What follows belongs to an exercise in optimizing a design on an open flow for small area, a short achievable clock period and few clock cycles; a production flow would make more cautious choices.
The RTL was checked by simulation tests, not by an equivalence proof against the original design.

### flow/design.v
module jfxr_fp64_mul (
    input  wire [63:0] a,
    input  wire [63:0] b,
    output reg  [63:0] y
);
    wire        sa = a[63];
    wire        sb = b[63];
    wire [10:0] ea = a[62:52];
    wire [10:0] eb = b[62:52];
    wire [52:0] ma = {(ea != 11'd0), a[51:0]};
    wire [52:0] mb = {(eb != 11'd0), b[51:0]};
    wire [12:0] ea_u = (ea == 11'd0) ? 13'd1 : {2'b00, ea};
    wire [12:0] eb_u = (eb == 11'd0) ? 13'd1 : {2'b00, eb};
    wire [105:0] prod = ma * mb;
    integer       i;
    reg   [6:0]   lead;        
    reg   [105:0] norm;        
    reg signed [13:0] e_res;   
    reg   [6:0]   rsh;         
    reg   [214:0] wide;        
    reg   [106:0] den;
    reg           sticky;
    reg   [52:0]  mant;
    reg           rnd, stk, up;
    reg   [53:0]  mant_r;
    reg   [62:0]  mag;
    always @* begin
        lead = 7'd0;
        for (i = 0; i < 106; i = i + 1)
            if (prod[i]) lead = i[6:0];
        norm  = prod << (7'd105 - lead);
        e_res = $signed({1'b0, ea_u}) + $signed({1'b0, eb_u})
              + $signed({7'd0, lead}) - 14'sd1127;
        if (e_res < 14'sd1) begin
            if (e_res < -14'sd107) rsh = 7'd108;
            else                   rsh = 7'd1 - e_res[6:0];
        end else begin
            rsh = 7'd0;
        end
        wide   = {norm, 1'b0, 108'd0} >> rsh;
        den    = wide[214:108];
        sticky = |wide[107:0];
        mant   = den[106:54];
        rnd    = den[53];
        stk    = (|den[52:0]) | sticky;
        up     = rnd & (stk | mant[0]);
        mant_r = {1'b0, mant} + {53'd0, up};
        if (e_res < 14'sd1)
            mag = {11'd0, 52'd0} + {9'd0, mant_r};
        else
            mag = {e_res[10:0] - 11'd1, 52'd0} + {9'd0, mant_r};
        if (prod == 106'd0)
            y = {sa ^ sb, 63'd0};
        else
            y = {sa ^ sb, mag};
    end
endmodule
module jfxr_fp64_add (
    input  wire [63:0] a,
    input  wire [63:0] b,
    output reg  [63:0] y
);
    wire        swap = (b[62:0] > a[62:0]);
    wire [63:0] x = swap ? b : a;
    wire [63:0] z = swap ? a : b;
    wire [10:0] ex = (x[62:52] == 11'd0) ? 11'd1 : x[62:52];
    wire [10:0] ez = (z[62:52] == 11'd0) ? 11'd1 : z[62:52];
    wire [52:0] mx = {(x[62:52] != 11'd0), x[51:0]};
    wire [52:0] mz = {(z[62:52] != 11'd0), z[51:0]};
    wire [10:0] d  = ex - ez;
    integer       i;
    reg   [55:0]  ax, az;      
    reg   [111:0] zsh;
    reg   [56:0]  s;
    reg   [10:0]  e;
    reg   [5:0]   lz;
    reg   [5:0]   sh;
    reg   [52:0]  mant;
    reg           rnd, stk, up;
    reg   [53:0]  mant_r;
    reg   [62:0]  mag;
    always @* begin
        ax  = {mx, 3'b000};
        zsh = {mz, 3'b000, 56'd0} >> ((d > 11'd63) ? 7'd63 : d[6:0]);
        az  = {zsh[111:57], zsh[56] | (|zsh[55:0])};
        e   = ex;
        lz  = 6'd0;
        sh  = 6'd0;
        if (x[63] == z[63]) begin
            s = {1'b0, ax} + {1'b0, az};
            if (s[56]) begin
                s = {1'b0, s[56:2], s[1] | s[0]};
                e = e + 11'd1;
            end
        end else begin
            s = {1'b0, ax} - {1'b0, az};
            lz = 6'd56;
            for (i = 0; i < 56; i = i + 1)
                if (s[i]) lz = 6'd55 - i[5:0];
            if ({5'd0, lz} > e - 11'd1) sh = e[5:0] - 6'd1;
            else                        sh = lz;
            s = s << sh;
            e = e - {5'd0, sh};
        end
        mant   = s[55:3];
        rnd    = s[2];
        stk    = s[1] | s[0];
        up     = rnd & (stk | mant[0]);
        mant_r = {1'b0, mant} + {53'd0, up};
        mag    = {e - 11'd1, 52'd0} + {9'd0, mant_r};
        if (s == 57'd0)
            y = {x[63] & z[63], 63'd0};
        else
            y = {x[63], mag};
    end
endmodule
module jfxr_fp64_round (
    input  wire               sign,
    input  wire signed [13:0] e,
    input  wire [63:0]        m,
    input  wire               sticky,
    output reg  [63:0]        y
);
    reg   [6:0]   rsh;
    reg   [127:0] wide;
    reg   [52:0]  mant;
    reg           rnd, stk, up;
    reg   [53:0]  mant_r;
    reg   [62:0]  mag;
    always @* begin
        if (e < 14'sd1) begin
            if (e < -14'sd60) rsh = 7'd62;
            else              rsh = 7'd1 - e[6:0];
        end else begin
            rsh = 7'd0;
        end
        wide   = {m, 64'd0} >> rsh;
        mant   = wide[127:75];
        rnd    = wide[74];
        stk    = (|wide[73:0]) | sticky;
        up     = rnd & (stk | mant[0]);
        mant_r = {1'b0, mant} + {53'd0, up};
        if (e < 14'sd1)
            mag = {9'd0, mant_r};
        else
            mag = {e[10:0] - 11'd1, 52'd0} + {9'd0, mant_r};
        y = {sign, mag};
    end
endmodule
module jfxr_noise (
    input  wire        clk,
    input  wire        rst,
    input  wire        start,
    input  wire [1:0]  op,
    input  wire [63:0] w,
    output wire        ready,
    output reg         done,
    output reg  [63:0] sample
);
    localparam [1:0] OP_WHITE = 2'd0, OP_PINK = 2'd1, OP_BROWN = 2'd2, OP_INIT = 2'd3;
    localparam [63:0] C0 = 64'h3feff6a93f290abb;    
    localparam [63:0] K0 = 64'h3fac6cd799af690f;    
    localparam [63:0] C1 = 64'h3fefc947064ece9a;    
    localparam [63:0] K1 = 64'h3fb3382c9737bf8a;    
    localparam [63:0] C2 = 64'h3fef020c49ba5e35;    
    localparam [63:0] K2 = 64'h3fc3b16c1e364bec;    
    localparam [63:0] C3 = 64'h3febba5e353f7cee;    
    localparam [63:0] K3 = 64'h3fd3defefe784083;    
    localparam [63:0] C4 = 64'h3fe199999999999a;    
    localparam [63:0] K4 = 64'h3fe10df1c5aa999c;    
    localparam [63:0] C5 = 64'hbfe85f06f6944674;    
    localparam [63:0] K5 = 64'h3f914db59578a2a9;    
    localparam [63:0] KD = 64'h3fe1288ce703afb8;    
    localparam [63:0] K6 = 64'h3fbdad538ac18f82;    
    localparam [63:0] CB = 64'h3fb999999999999a;    
    localparam [63:0] ONE = 64'h3ff0000000000000;
    reg        busy;
    reg [4:0]  step;
    reg [1:0]  op_q;
    reg [63:0] w_q;
    reg [63:0] p0, p1, p2, p3, p4, p5, p6;
    reg [63:0] brown;
    reg [63:0] t1, t2, acc;
    assign ready = ~busy;
    reg  [63:0] mul_a, mul_b, add_a, add_b;
    wire [63:0] mul_y, add_y;
    jfxr_fp64_mul u_mul (.a(mul_a), .b(mul_b), .y(mul_y));
    jfxr_fp64_add u_add (.a(add_a), .b(add_b), .y(add_y));
    always @* begin
        mul_a = w_q;
        mul_b = CB;
        add_a = acc;
        add_b = t1;
        if (op_q == OP_PINK) begin
            case (step)
                5'd0:  begin mul_a = C0;  mul_b = p0; end
                5'd1:  begin mul_a = w_q; mul_b = K0; end
                5'd2:  begin add_a = t1;  add_b = t2; end
                5'd3:  begin mul_a = C1;  mul_b = p1; end
                5'd4:  begin mul_a = w_q; mul_b = K1; end
                5'd5:  begin add_a = t1;  add_b = t2; end
                5'd6:  begin mul_a = C2;  mul_b = p2; end
                5'd7:  begin mul_a = w_q; mul_b = K2; end
                5'd8:  begin add_a = t1;  add_b = t2; end
                5'd9:  begin mul_a = C3;  mul_b = p3; end
                5'd10: begin mul_a = w_q; mul_b = K3; end
                5'd11: begin add_a = t1;  add_b = t2; end
                5'd12: begin mul_a = C4;  mul_b = p4; end
                5'd13: begin mul_a = w_q; mul_b = K4; end
                5'd14: begin add_a = t1;  add_b = t2; end
                5'd15: begin mul_a = C5;  mul_b = p5; end
                5'd16: begin mul_a = w_q; mul_b = K5; end
                5'd17: begin add_a = t1;  add_b = t2; end
                5'd18: begin add_a = p0;  add_b = p1; end
                5'd19: begin add_a = acc; add_b = p2; end
                5'd20: begin add_a = acc; add_b = p3; end
                5'd21: begin add_a = acc; add_b = p4; end
                5'd22: begin add_a = acc; add_b = p5; end
                5'd23: begin add_a = acc; add_b = p6; end
                5'd24: begin mul_a = w_q; mul_b = KD; end
                5'd25: begin add_a = acc; add_b = t1; end
                5'd26: begin mul_a = w_q; mul_b = K6; end
                default: ;
            endcase
        end else begin
            mul_a = CB;
            mul_b = w_q;
            add_a = brown;
            add_b = t1;
        end
    end
    wire        brown_big = (add_y[62:0] > ONE[62:0]);
    wire [63:0] brown_new = brown_big ? {add_y[63], ONE[62:0]} : add_y;
    reg               d_sign;
    reg               d_zero;
    reg signed [13:0] d_exp;
    reg [63:0]        d_num;      
    reg [63:0]        d_quo;
    reg [2:0]         d_rem;
    integer     k, j;
    reg [5:0]   acc_lz;
    reg [52:0]  acc_m;
    reg [52:0]  acc_mn;
    reg signed [13:0] acc_e;
    always @* begin
        acc_m  = {(acc[62:52] != 11'd0), acc[51:0]};
        acc_lz = 6'd0;
        for (k = 0; k < 53; k = k + 1)
            if (acc_m[k]) acc_lz = 6'd52 - k[5:0];
        acc_mn = acc_m << acc_lz;
        acc_e  = ((acc[62:52] == 11'd0) ? 14'sd1 : $signed({3'b000, acc[62:52]}))
               - $signed({8'd0, acc_lz});
    end
    reg [2:0]  ds_rem;
    reg [15:0] ds_quo;
    reg [3:0]  ds_part;
    always @* begin
        ds_rem = d_rem;
        for (j = 15; j >= 0; j = j - 1) begin
            ds_part = {ds_rem, d_num[48 + j]};
            if (ds_part >= 4'd7) begin
                ds_quo[j] = 1'b1;
                ds_rem    = ds_part[2:0] - 3'd7;
            end else begin
                ds_quo[j] = 1'b0;
                ds_rem    = ds_part[2:0];
            end
        end
    end
    wire              q_hi   = d_quo[56];
    wire [63:0]       q_norm = q_hi ? (d_quo << 7) : (d_quo << 8);
    wire signed [13:0] q_exp = q_hi ? (d_exp - 14'sd2) : (d_exp - 14'sd3);
    wire [63:0]       div_y;
    jfxr_fp64_round u_round (
        .sign(d_sign), .e(q_exp), .m(q_norm), .sticky(d_rem != 3'd0), .y(div_y)
    );
    always @(posedge clk) begin
        if (rst) begin
            busy   <= 1'b0;
            done   <= 1'b0;
            step   <= 5'd0;
            sample <= 64'd0;
            p0 <= 64'd0; p1 <= 64'd0; p2 <= 64'd0; p3 <= 64'd0;
            p4 <= 64'd0; p5 <= 64'd0; p6 <= 64'd0;
            brown  <= 64'd0;
        end else begin
            done <= 1'b0;
            if (!busy) begin
                if (start) begin
                    busy <= 1'b1;
                    step <= 5'd0;
                    op_q <= op;
                    w_q  <= w;
                end
            end else begin
                step <= step + 5'd1;
                case (op_q)
                    OP_WHITE: begin
                        sample <= w_q;
                        done   <= 1'b1;
                        busy   <= 1'b0;
                    end
                    OP_INIT: begin
                        p0 <= 64'd0; p1 <= 64'd0; p2 <= 64'd0; p3 <= 64'd0;
                        p4 <= 64'd0; p5 <= 64'd0; p6 <= 64'd0;
                        brown  <= 64'd0;
                        sample <= 64'd0;
                        done   <= 1'b1;
                        busy   <= 1'b0;
                    end
                    OP_BROWN: begin
                        if (step == 5'd0) begin
                            t1 <= mul_y;
                        end else begin
                            brown  <= brown_new;
                            sample <= brown_new;
                            done   <= 1'b1;
                            busy   <= 1'b0;
                        end
                    end
                    default: begin  
                        case (step)
                            5'd0, 5'd3, 5'd6, 5'd9, 5'd12, 5'd15: t1 <= mul_y;
                            5'd1, 5'd4, 5'd7, 5'd10, 5'd13:      t2 <= mul_y;
                            5'd16: t2 <= {~mul_y[63], mul_y[62:0]};
                            5'd2:  p0 <= add_y;
                            5'd5:  p1 <= add_y;
                            5'd8:  p2 <= add_y;
                            5'd11: p3 <= add_y;
                            5'd14: p4 <= add_y;
                            5'd17: p5 <= add_y;
                            5'd18, 5'd19, 5'd20, 5'd21, 5'd22, 5'd23, 5'd25: acc <= add_y;
                            5'd24: t1 <= mul_y;
                            5'd26: begin
                                p6     <= mul_y;
                                d_sign <= acc[63];
                                d_zero <= (acc[62:0] == 63'd0);
                                d_exp  <= acc_e;
                                d_num  <= {5'd0, acc_mn, 6'd0};
                                d_quo  <= 64'd0;
                                d_rem  <= 3'd0;
                            end
                            5'd27, 5'd28, 5'd29, 5'd30: begin
                                d_num <= d_num << 16;
                                d_quo <= {d_quo[47:0], ds_quo};
                                d_rem <= ds_rem;
                            end
                            default: begin  
                                sample <= d_zero ? {d_sign, 63'd0} : div_y;
                                done   <= 1'b1;
                                busy   <= 1'b0;
                            end
                        endcase
                    end
                endcase
            end
        end
    end
endmodule
### flow/config.mk
export PLATFORM = sky130hd
export DESIGN_NAME = jfxr_noise
export DESIGN_NICKNAME = jfxr_noise
export VERILOG_FILES = /design/flow/design.v
export SDC_FILE = /design/flow/constraint.sdc
export NUM_CORES = 4
export LEC_CHECK = 0
export CAP_MARGIN = 20
export CORE_MARGIN = 2
export CORE_UTILIZATION = 25
export PLACE_DENSITY = 0.35
export SLEW_MARGIN = 20
### flow/constraint.sdc
create_clock -name core_clock -period 28.0 [get_ports {clk}]
set_input_delay 5.6000 -clock core_clock [delete_from_list [all_inputs] [get_ports {clk}]]
set_output_delay 5.6000 -clock core_clock [all_outputs]
set_load 0.01 [all_outputs]
### flow/run.sh
#!/bin/bash
# synth_recipe.tcl (not shown) runs the flow's synth.tcl, then flattens the netlist and writes it again
# the make line also repeats each setting of config.mk as NAME=value (left out here)
make -C /OpenROAD-flow-scripts/flow DESIGN_CONFIG=/design/flow/config.mk WORK_HOME=/design/flow/orfs CLKGATE_MAP_FILE= SYNTH_SCRIPT=/design/flow/synth_recipe.tcl finish
==> run notes <==
## Yosys cell counts, drive strengths merged, types with 326 or more instances
cell    instances  area share [%]
a211oi        326             1.3
a21oi        1245             3.3
buf           421             1.1
clkbuf       1236             2.5
dfxtp         583             6.2
edfxtp        390             6.2
fa           2615              28
ha            755             5.0
inv          2750             5.5
mux2i         686             3.7
nand2        3566             7.1
nand3         519             1.4
nor2         2531             5.1
nor3          447             1.2
o21ai         815             2.2
xnor2         328             1.5
## cell families (layout without fill, tap and decap cells)
family,count (synthesis),after routing
adders and majority gates,3371,3371
and+or+nand+nor,8461,8463
AOI/OAI and AO/OA,4969,4969
DFF,973,973
buffers and inverters,4411,5070
xor gates and xnor gates,482,482
muxes,901,901
other,1,53
## how the worst max path moves through the flow
stage	from	endpoint	slack (ns)	cells after the start
6_report	step[0]	brown[39]	0.94	98
5_1_grt	step[0]	sample[20]	-0.05	99
4_1_cts	step[0]	sample[20]	0.32	97
3_5_place_dp	step[0]	sample[20]	0.44	97
3_3_place_gp	step[0]	sample[20]	0.07	93
2_1_floorplan	step[2]	p6[62]	2.17	111
## layer usage
| layer | GRT usage (%) | routed length, um | up-vias | share of wire, % |
|---|---|---|---|---|
| li1 | - | - | 80900 | - |
| met1 | 44.5 | 550000 | 99900 | 45 |
| met2 | 44.7 | 502000 | 9349 | 41 |
| met3 | 8.08 | 117000 | 1542 | 9.6 |
| met4 | 11.7 | 56600 | 48 | 4.6 |
| met5 | 0 | 636 | - | 0.052 |
## registers in the layout, indices dropped and copies added, names as in the netlist
| signal | flops |
|---|---|
| op_q | 2 |
| t2 | 64 |
| step | 5 |
| d_rem | 3 |
| d_exp | 12 |
| sample | 64 |
| w_q | 64 |
| p1 | 64 |
| d_num | 58 |
| brown | 64 |
| d_zero | 1 |
| p0 | 64 |
| busy | 1 |
| p4 | 64 |
| p2 | 64 |
| d_sign | 1 |
| p5 | 64 |
| p3 | 64 |
| acc | 64 |
| p6 | 64 |
| d_quo | 57 |
| t1 | 64 |
| done | 1 |
## per-stage QoR
| stage | cell area (um2) | hold slack [ns] | TNS [ns] | utilization (%) | instances |
|---|---|---|---|---|---|
| after floorplan | 188000 | 0.422 | 0 | - | 23600 |
| after global placement | 212000 | 0.433 | 0 | 28.3 | 33900 |
| after detailed placement | 212000 | 0.439 | 0 | 28.3 | 33900 |
| after CTS | 216000 | 0.448 | 0 | 28.9 | 34100 |
| after global routing | 217000 | 0.464 | -0.129 | 28.9 | 34200 |
| final | 217000 | 0.447 | 0 | 28.9 | 34200 |
## placed cells by master, fill, tap and decap left out, types with 92 or more instances in the layout
master,instances
inv_1,2738
a31oi_1,131
xor2_1,150
and3_1,135
clkbuf_16,118
o21a_1,98
a221oi_1,146
dfxtp_1,582
nor2_1,2476
xnor2_1,309
o21bai_1,92
nand2_1,3549
fa_1,2615
o22ai_1,201
a22o_1,110
ha_1,750
and2_1,192
buf_4,1881
nand3_1,512
a21o_1,223
nor4_1,176
o21ai_0,658
nor3_1,428
mux2i_1,683
a22oi_1,308
nand2b_1,160
a211oi_1,315
o21ai_1,107
mux2_2,145
a21oi_1,1201
o211ai_1,197
nand4_1,193
clkdlybuf4s50_1,133
edfxtp_1,390
or2_2,92
## layout make-up
| type | instances | area, um2 |
|---|---|---|
| well taps | 9920 | 12400 |
| clock buffers | 168 | 3270 |
| fillers | 81700 | 533000 |
| flip-flops and latches | 973 | 23400 |
| repair buffers | 2098 | 17100 |
| diodes | 52 | 130 |
| clock inverters | 50 | 611 |
| inverters | 2754 | 10300 |
| multi-input cells | 18200 | 149000 |
## worst max-delay path: cells and delay by family (launching register included)
family	cells	cell delay, ns
AO/OA/AOI/OAI	35	10.37
XOR/XNOR	1	0.22
adder cells (fa/ha/maj)	6	1.99
buffers and inverters	20	4.19
flip-flops	1	0.34
multiplexers	1	0.07
AND/OR/NAND/NOR	35	9.23
## what timing repair did
| action | 4_1_cts | 5_1_grt |
|---|---|---|
| setup endpoints to repair | 0 | 160 |
| setup buffers | 0 | 5 |
| resized for setup | 0 | 25 |
==> results_dict.tcl <==
set metrics [dict create \
    status "no timing/DRC/antenna violations" \
    synth_xor_area_share_pct 2.25 \
    coreArea_um2 749000 \
    synth-adder-area-share_pct 32.9 \
    routedWlPerCell_um 35.8 \
    areaGrowthSynthToFinish_pct 15.3 \
    path_clk_slew_ns 0.07 \
    r2r_setup_slack_ns 0.94 \
    hold_buffers 0 \
    synth_nets 27000 \
    pre_cts_ws_ns 0.444 \
    start_util_pct 25.1 \
    slew_viol_final 0 \
    clock_sinks 973 \
    cp_data_required_time_ns 28.64 \
    grt_usage_pct 31.1 \
    antenna_found_initial 130 \
    drc 0 \
    die-width_um 871 \
    grt_max_degree 110 \
    fin_crit_ns 27.06 \
    worst_setup_path_start_kind "register" \
    grt_pass1_wl_mm 1660 \
    gr-total-overflow 0 \
    die_area_um2 758000 \
    cpPeakStageDelay_ns 0.99 \
    clk_latency_ns 0.83 \
    core.rowCount 318 \
    cts_made_buffers 115 \
    antenna_left 0 \
    fin_crit_sh_pct 96.6 \
    fin_nets 27600 \
    synthArstFlopShare_pct 0 \
    drive_above_1_share_pct 12.2 \
    cts_tree "built" \
    fin_worst_skew_ns 0.0985 \
    relSlewSlack_pct 9.34 \
    io_pins 135 \
    drt_iter0_markers 24200 \
    crit_slowest_cell "a2111oi_2" \
    synth_mux_area_share_pct 5.36 \
    syn_inst 23600 \
    cts_buffer_depth 3 \
    avgSynthCellArea_um2 7.97 \
    synth-seq-area-share_pct 12.4 \
    setup_viol 0 \
    routed_wl_mm 1230 \
    synth_top_family_by_area "adder cells" \
    routabilityCongestion 0.994 \
    rr_startpoint "step[0]" \
    cp.arrival_ns 27.69 \
    min_path_type "register to register" \
    worstSetupPathType "register to register" \
    die_h_um 871 \
    synth-simple-area-share_pct 19.9 \
    maxCapViolCount 0 \
    cp_max_fo 61 \
    vias 192000 \
    synth_ff_type "dfxtp_1" \
    ys_seq_elements 973 \
    final_hold_viol_count 0 \
    numPortBuffers 134 \
    whs_path_depth 2 \
    reg2reg_depth 98 \
    vias_per_cell 5.61 \
    fmax_mhz 37.0 \
    synth_compound_area_share_pct 18.1 \
    cts-root-buf "clkbuf_16" \
    htree_num_levels 3 \
    synth_edf_count 390 \
    first_pass_iters 8 \
    min_from "brown[12]" \
    critPathCaptureType "register" \
    yosys_warnings 4 \
    min_to "brown[12]" \
    synth.distinct_cells 134 \
    grt_pass1_vias 187000 \
    reg2reg_to "brown[39]" \
    synth_area_um2 188000 \
    tightest_slew_ns 1.36 \
    finalWorstSetupSlack_ns 0.945 \
    hpwl_mm 1000 \
    cpMostUsedCell "buf_4" \
]
Testbench counts, summed over its fixed seeds: cycles 34,297.

-- static timing again, ports no longer ideal --
In the flow no input, the clock included, has a driving cell. The finished layout below was timed again as built, in two steps. Step 1 sets driving cells, clkbuf_16 on the clock port and buf_2 on the other inputs (assumed; they add their load-dependent delay and slew). Step 2 adds t to the input delays and takes it off the output delays; t is the mean of the earliest and latest rising clock arrival at the registers after step 1. Input paths then give back, and output paths get back, about the clock's delay inside the block. Slacks: ideal / step 1 / step 2; pairs: ideal / step 1.
shift t [ns]: 0.891
setup slack, ns: 0.945 / 0.945 / 0.945
worst setup path at the end: register to register
After both steps this run still meets setup and hold. For this run, drivers alone change the setup slack by 0.000 ns; drivers and shift together by 0.000 ns.
